This is an optimization exercise on Yosys and OpenROAD, whose aim is small area, a short achievable clock period and few clock cycles, not a production implementation.
RTL that was checked went through simulation tests only; none was proved equivalent to the original.
No activity file was given, so power comes from the tool's default toggle rates.

Setup of Q:
==> flow/design.v <==
module pae_a_encoder (
    input  wire       clk,
    input  wire       rst,
    input  wire       start,
    input  wire [3:0] cfg_width,
    input  wire       cfg_swap,
    input  wire [1:0] cfg_mode,
    output wire       busy,
    output wire       done,
    input  wire       in_valid,
    input  wire [7:0] in_data,
    output wire       in_ready,
    output wire       out_valid,
    output wire [7:0] out_data,
    input  wire       out_ready
);
    reg        act;             
    reg        dn;              
    reg [3:0]  wm1;             
    reg [1:0]  md;
    reg        plane;
    reg        first;           
    reg        fin;             
    reg [2:0]  ca;              
    reg [3:0]  cb, cc;
    reg        last;            
    reg [7:0]  ib, ib2;
    reg        ibv, ib2v;
    reg        rle;             
    reg [12:0] m;               
    reg [3:0]  kt;              
    reg [1:0]  ph;              
    reg [7:0]  chk;
    reg [3:0]  cln;
    reg        cv;
    reg        ctl;             
    reg        xr;              
    reg [14:0] acc;
    reg [3:0]  lvl;
    reg [7:0]  obuf;            
    reg        ofull;
    assign busy      = act;
    assign done      = dn;
    assign out_valid = ofull;
    assign out_data  = obuf;
    assign in_ready  = act && !ib2v;
    wire [1:0] p0 = ib[7:6], p1 = ib[5:4], p2 = ib[3:2], p3 = ib[1:0];
    wire z0 = (p0 == 2'd0), z1 = (p1 == 2'd0), z2 = (p2 == 2'd0), z3 = (p3 == 2'd0);
    wire allz = z0 & z1 & z2 & z3;
    wire [2:0] lz = !z0 ? 3'd0 : !z1 ? 3'd1 : !z2 ? 3'd2 : !z3 ? 3'd3 : 3'd4;
    wire [10:0] mh = m[12:2];
    reg  [10:0] mhi;
    integer j;
    always @(*) begin
        mhi[0] = !mh[0];
        for (j = 1; j < 11; j = j + 1)
            mhi[j] = mh[j] ^ (&(mh | ~((11'd1 << j) - 11'd1)));
    end
    wire        c  = lz[2] || (lz[1:0] == 2'd3 && m[1:0] != 2'd0) ||
                     (lz[1:0] == 2'd2 && m[1]) || (lz[1:0] == 2'd1 && m[1:0] == 2'd3);
    wire [1:0]  lo = m[1:0] + lz[1:0];
    wire [12:0] mp = {c ? mhi : mh, lo};
    wire        xo = c && ((mh[10:1] & ~mh[9:0]) == 10'd0);
    wire [3:0] ktn = kt + {3'd0, xo};
    wire       big = (ktn > 4'd6);                            
    wire       bg  = (kt > 4'd6);
    wire [2:0] qs  = (bg ? 3'd5 : 3'd7) - kt[2:0];            
    wire [6:0] qv  = bg ? m[12:6] : m[6:0];
    wire [6:0] qa  = qv << qs;                                 
    wire [7:0] rc  = xr ? {2'b10, qa[6:1]} : {1'b0, qa};
    wire [3:0] rcl = 4'd8 - {1'b0, qs} + {3'd0, xr};
    reg [7:0] h0; reg [3:0] l0;
    reg [7:0] h1; reg [3:0] l1;
    reg [7:0] t1; reg [3:0] tl;
    always @(*) begin
        h0 = 8'd0; l0 = 4'd0;
        if (z0) begin
            if (!rle) l0 = 4'd2;
        end else begin
            h0 = {p0, 6'd0}; l0 = 4'd2;
        end
        if (z1) begin
            if (!z0) l0 = l0 + 4'd2;
        end else if (z0 && !rle) begin
            h0 = {4'b0000, p1, 2'b00}; l0 = 4'd6;              
        end else begin
            h0 = h0 | ({p1, 6'd0} >> l0); l0 = l0 + 4'd2;
        end
    end
    always @(*) begin
        h1 = 8'd0; l1 = 4'd0;
        if (z2) begin
            if (!z1) l1 = 4'd2;
        end else if (z1 && !(rle && z0)) begin
            h1 = {1'b0, z0, p2, 4'd0}; l1 = 4'd4;             
        end else begin
            h1 = {p2, 6'd0}; l1 = 4'd2;
        end
        if (z3) begin
            if (!z2) l1 = l1 + 4'd2;
        end else if (z2 && !(rle && z0 && z1)) begin
            if (z1 && z0) begin                                
                h1 = {4'b1000, p3, 2'b00}; l1 = 4'd6;          
            end else begin
                h1 = h1 | ({1'b0, z1, p3, 4'd0} >> l1); l1 = l1 + 4'd4;
            end
        end else begin
            h1 = h1 | ({p3, 6'd0} >> l1); l1 = l1 + 4'd2;
        end
        t1 = 8'd0; tl = 4'd0;
        if (z3 && !(rle && allz)) begin
            if (!z2) begin                                     
                if (last) tl = 4'd2;
            end else if (!z1) begin                            
                if (last) begin t1 = 8'b01_000000; tl = 4'd2; end
            end else if (!z0) begin                            
                if (last) begin t1 = 8'b1000_0000; tl = 4'd4; end
                else      begin t1 = 8'b1_0000000; tl = 4'd1; end
            end else begin                                     
                if (last) begin t1 = 8'b1001_0000; tl = 4'd4; end
                else      begin t1 = 8'b1_0000000; tl = 4'd1; end
            end
        end
        h1 = h1 | (t1 >> l1);
        l1 = l1 + tl;
    end
    wire [7:0] hb = h0 | (h1 >> l0);
    wire [3:0] lb = l0 + l1;
    reg lng;
    always @(*) begin
        case ({rle, last, z0, z1, z2, z3})
        6'b00_0010, 6'b00_0100, 6'b00_0101, 6'b00_1000, 6'b00_1001, 6'b00_1010,
        6'b01_0001, 6'b01_0010, 6'b01_0100, 6'b01_0101, 6'b01_1000, 6'b01_1001,
        6'b01_1010, 6'b01_1011, 6'b01_1101,
        6'b10_0010, 6'b10_0100, 6'b10_0101,
        6'b11_0001, 6'b11_0010, 6'b11_0100, 6'b11_0101:
            lng = 1'b1;
        default:
            lng = 1'b0;
        endcase
    end
    wire tail_st  = !first && ph == 2'd0 && rle && (!allz || last);
    wire zero_st  = !first && ph == 2'd0 && rle && allz && !last;
    wire short_st = !first && (ph[1] || (ph == 2'd0 && !rle));
    wire consume  = zero_st || (short_st && (ph == 2'd3 || !lng));
    reg  [7:0] ch;
    reg  [3:0] cl;
    always @(*) begin
        ch = 8'd0; cl = 4'd0;
        if (first) begin
            if (!plane)          begin ch = {!z0, 7'd0};              cl = 4'd1; end
            else if (md == 2'd0) begin ch = {1'b0, !z0, 6'd0};        cl = 4'd2; end
            else                 begin ch = {1'b1, md[1], !z0, 5'd0}; cl = 4'd3; end
        end else if (ph == 2'd1) begin
            ch = {m[5:0], 2'b00}; cl = 4'd6;
        end else if (tail_st) begin
            ch = 8'd0; cl = 4'd0;
        end else if (zero_st) begin
            ch = {xo, 7'd0}; cl = {3'd0, xo};
        end else if (ph == 2'd3) begin
            ch = h1; cl = l1;
        end else if (lng) begin
            ch = h0; cl = l0;
        end else begin
            ch = hb; cl = lb;
        end
    end
    wire        ins   = cv && !lvl[3];
    wire [7:0]  ech   = ctl ? rc : chk;
    wire [3:0]  ecl   = ctl ? rcl : cln;
    wire [14:0] acc_i = ins ? (acc | ({ech, 7'd0} >> lvl[2:0])) : acc;
    wire [3:0]  lvl_i = ins ? (lvl + ecl) : lvl;
    wire        fl    = fin && (!cv || ins);                  
    wire        oroom = !ofull || out_ready;
    wire        push  = oroom && (lvl_i[3] || (fl && lvl_i != 4'd0));
    wire go   = act && !fin && ibv && (!cv || !lvl[3]);
    wire take = go && consume;
    always @(posedge clk) begin
        if (rst) begin
            act  <= 1'b0;
            dn   <= 1'b0;
            lvl  <= 4'd0;
            ofull <= 1'b0;
            ibv  <= 1'b0;
            ib2v <= 1'b0;
            cv   <= 1'b0;
        end else begin
            dn <= 1'b0;
            if (act) begin
                if (take) begin
                    if (ib2v) begin
                        ib   <= ib2;
                        ib2v <= 1'b0;
                    end else if (in_valid && in_ready) begin
                        ib   <= in_data;
                    end else begin
                        ibv  <= 1'b0;
                    end
                end else if (in_valid && in_ready) begin
                    if (ibv) begin
                        ib2  <= in_data;
                        ib2v <= 1'b1;
                    end else begin
                        ib   <= in_data;
                        ibv  <= 1'b1;
                    end
                end
                if (push) begin
                    obuf  <= acc_i[14:7];
                    ofull <= 1'b1;
                    acc   <= {acc_i[6:0], 8'd0};
                    lvl   <= {1'b0, lvl_i[2:0] & {3{lvl_i[3]}}};
                end else begin
                    if (out_ready) ofull <= 1'b0;
                    acc   <= acc_i;
                    lvl   <= lvl_i;
                end
                if (go) begin
                    chk <= ch;
                    cln <= cl;
                    ctl <= tail_st;
                    xr  <= xo;
                    cv  <= 1'b1;
                end else if (ins) begin
                    cv  <= 1'b0;
                end
                if (go) begin
                    if (first) begin
                        first <= 1'b0;
                        rle   <= z0;
                        m     <= 13'd1;
                        kt    <= 4'd1;
                    end else if (take) begin
                        ph <= 2'd0;
                        if (zero_st) begin
                            m  <= mp;
                            kt <= ktn;
                        end else begin
                            kt  <= (z3 && z2 && z1) ? 4'd2 : 4'd1;
                            rle <= z3;
                            m   <= (!z3) ? 13'd1 : (!z2) ? 13'd2 : (!z1) ? 13'd3 :
                                   (!z0) ? 13'd4 : 13'd5;
                        end
                        ca <= ca - 3'd1;
                        last <= (ca == 3'd1) && (cb == 4'd0) && (cc == 4'd0);
                        if (ca == 3'd0) begin
                            cb <= cb - 4'd1;
                            if (cb == 4'd0) begin
                                cb <= wm1;
                                cc <= cc - 4'd1;
                                if (cc == 4'd0) cc <= wm1;
                            end
                        end
                        if (last) begin
                            if (!plane) begin
                                plane <= 1'b1;
                                first <= 1'b1;
                            end else begin
                                fin <= 1'b1;
                            end
                        end
                    end else if (tail_st) begin
                        m  <= mp;
                        kt <= ktn;
                        ph <= big ? 2'd1 : 2'd2;
                    end else if (ph == 2'd1) begin
                        ph <= 2'd2;
                    end else begin
                        ph <= 2'd3;
                    end
                end
                if (fl && !push && lvl_i == 4'd0 && oroom) begin
                    act <= 1'b0;
                    dn  <= 1'b1;
                end
            end
            if (start && !act) begin
                act   <= 1'b1;
                wm1   <= cfg_width - 4'd1;
                md    <= cfg_mode;
                ca    <= 3'd7;
                cb    <= cfg_width - 4'd1;
                cc    <= cfg_width - 4'd1;
                last  <= 1'b0;
                plane <= 1'b0;
                first <= 1'b1;
                fin   <= 1'b0;
                ph    <= 2'd0;
                acc   <= {cfg_width, cfg_width, cfg_swap, 6'd0};
                lvl   <= 4'd9;
            end
        end
    end
endmodule
Settings: LEC_CHECK=0, ABC_AREA=1, CAP_MARGIN=20, CORE_MARGIN=2, CORE_UTILIZATION=40, PLACE_DENSITY=0.6, SETUP_SLACK_MARGIN=3.5, SLEW_MARGIN=20; clock period 7.0 ns.
run.sh (not shown) runs the stock make flow with config.mk's settings and CLKGATE_MAP_FILE= SYNTH_SCRIPT=/design/flow/synth_recipe.tcl, a recipe that flattens the netlist after the stock synthesis.
Every stage of the flow completed for Q, and the final layout passed the timing, DRC and antenna checks.
For P, these inputs were changed with respect to Q:
--- a/flow/design.v
+++ b/flow/design.v
@@ -34,18 +34,16 @@
     reg [3:0]  cln;
     reg        cv;
     reg        ctl;             
     reg        xr;              
     reg [14:0] acc;
     reg [3:0]  lvl;
-    reg [7:0]  obuf;            
-    reg        ofull;
     assign busy      = act;
     assign done      = dn;
-    assign out_valid = ofull;
-    assign out_data  = obuf;
+    assign out_valid = lvl[3];
+    assign out_data  = acc[14:7];
     assign in_ready  = act && !ib2v;
     wire [1:0] p0 = ib[7:6], p1 = ib[5:4], p2 = ib[3:2], p3 = ib[1:0];
     wire z0 = (p0 == 2'd0), z1 = (p1 == 2'd0), z2 = (p2 == 2'd0), z3 = (p3 == 2'd0);
     wire allz = z0 & z1 & z2 & z3;
     wire [2:0] lz = !z0 ? 3'd0 : !z1 ? 3'd1 : !z2 ? 3'd2 : !z3 ? 3'd3 : 3'd4;
     wire [10:0] mh = m[12:2];
@@ -162,28 +160,29 @@
         end else if (lng) begin
             ch = h0; cl = l0;
         end else begin
             ch = hb; cl = lb;
         end
     end
-    wire        ins   = cv && !lvl[3];
+    wire        pop   = lvl[3] && out_ready;
+    wire        ins   = cv && (!lvl[3] || out_ready);
+    wire [14:0] acc_s = pop ? {acc[6:0], 8'd0} : acc;
+    wire [3:0]  lvl_s = pop ? {1'b0, lvl[2:0]} : lvl;
     wire [7:0]  ech   = ctl ? rc : chk;
     wire [3:0]  ecl   = ctl ? rcl : cln;
-    wire [14:0] acc_i = ins ? (acc | ({ech, 7'd0} >> lvl[2:0])) : acc;
-    wire [3:0]  lvl_i = ins ? (lvl + ecl) : lvl;
+    wire [14:0] acc_n = ins ? (acc_s | ({ech, 7'd0} >> lvl[2:0])) : acc_s;
+    wire [3:0]  lvl_a = ins ? (lvl_s + ecl) : lvl_s;
     wire        fl    = fin && (!cv || ins);                  
-    wire        oroom = !ofull || out_ready;
-    wire        push  = oroom && (lvl_i[3] || (fl && lvl_i != 4'd0));
-    wire go   = act && !fin && ibv && (!cv || !lvl[3]);
+    wire [3:0]  lvl_n = (fl && lvl_a != 4'd0 && !lvl_a[3]) ? 4'd8 : lvl_a;
+    wire go   = act && !fin && ibv && (!cv || ins);
     wire take = go && consume;
     always @(posedge clk) begin
         if (rst) begin
             act  <= 1'b0;
             dn   <= 1'b0;
             lvl  <= 4'd0;
-            ofull <= 1'b0;
             ibv  <= 1'b0;
             ib2v <= 1'b0;
             cv   <= 1'b0;
         end else begin
             dn <= 1'b0;
             if (act) begin
@@ -202,22 +201,14 @@
                         ib2v <= 1'b1;
                     end else begin
                         ib   <= in_data;
                         ibv  <= 1'b1;
                     end
                 end
-                if (push) begin
-                    obuf  <= acc_i[14:7];
-                    ofull <= 1'b1;
-                    acc   <= {acc_i[6:0], 8'd0};
-                    lvl   <= {1'b0, lvl_i[2:0] & {3{lvl_i[3]}}};
-                end else begin
-                    if (out_ready) ofull <= 1'b0;
-                    acc   <= acc_i;
-                    lvl   <= lvl_i;
-                end
+                acc <= acc_n;
+                lvl <= lvl_n;
                 if (go) begin
                     chk <= ch;
                     cln <= cl;
                     ctl <= tail_st;
                     xr  <= xo;
                     cv  <= 1'b1;
@@ -266,13 +257,13 @@
                     end else if (ph == 2'd1) begin
                         ph <= 2'd2;
                     end else begin
                         ph <= 2'd3;
                     end
                 end
-                if (fl && !push && lvl_i == 4'd0 && oroom) begin
+                if (fl && lvl_n == 4'd0) begin
                     act <= 1'b0;
                     dn  <= 1'b1;
                 end
             end
             if (start && !act) begin
                 act   <= 1'b1;
Results
Sort Q and P by sequential share of layout area, ascending, and P comes first. Going from Q to P, routing usage on met1 dropped 0.25 points, leakage dissipation lost 0.28 nW, post-synthesis share of cell area spent on full adders, half adders and majority gates has remained practically unchanged, combinational share of power grew by 0.6 points. Floorplan check, P vs Q: die outline smaller in P. Critical path depth for P is lower than for Q. P vs Q — final cell count dropped by a little under 10%. Lower routed length on met2 goes to P over Q.
Testbench counts of P, summed over its fixed seeds: cycles 57,578.
The RTL of Q was laid out without a check of its function.

afterwards: timing with drivers on the ports:
Ports are ideal in the flow. The routed layouts listed here were re-timed in OpenROAD.
Step 1 sets driving cells, clkbuf_16 on the clock port and buf_2 on the other inputs (assumed; they add their load-dependent delay and slew).
Step 2 also shifts input and output timing later by t, the mid clock arrival at the registers, as if the neighbouring blocks saw the same clock.
a / b / c = ideal / step 1 / step 2; a / b = the first two.
run | shift t [ns] | slack for setup (ns) | hold slack, ns | slew at the worst register clock pin (ns)
Q | 0.396 | 3.690 / 3.686 / 3.397 | 0.499 / 0.499 / 0.499 | 0.08 / 0.08
P | 0.386 | 3.693 / 3.708 / 3.322 | 0.521 / 0.521 / 0.521 | 0.07 / 0.07
After both steps setup and hold are still met in every run listed. For P, which loses most, drivers alone change the setup slack by +0.015 ns; drivers and shift together by -0.371 ns.
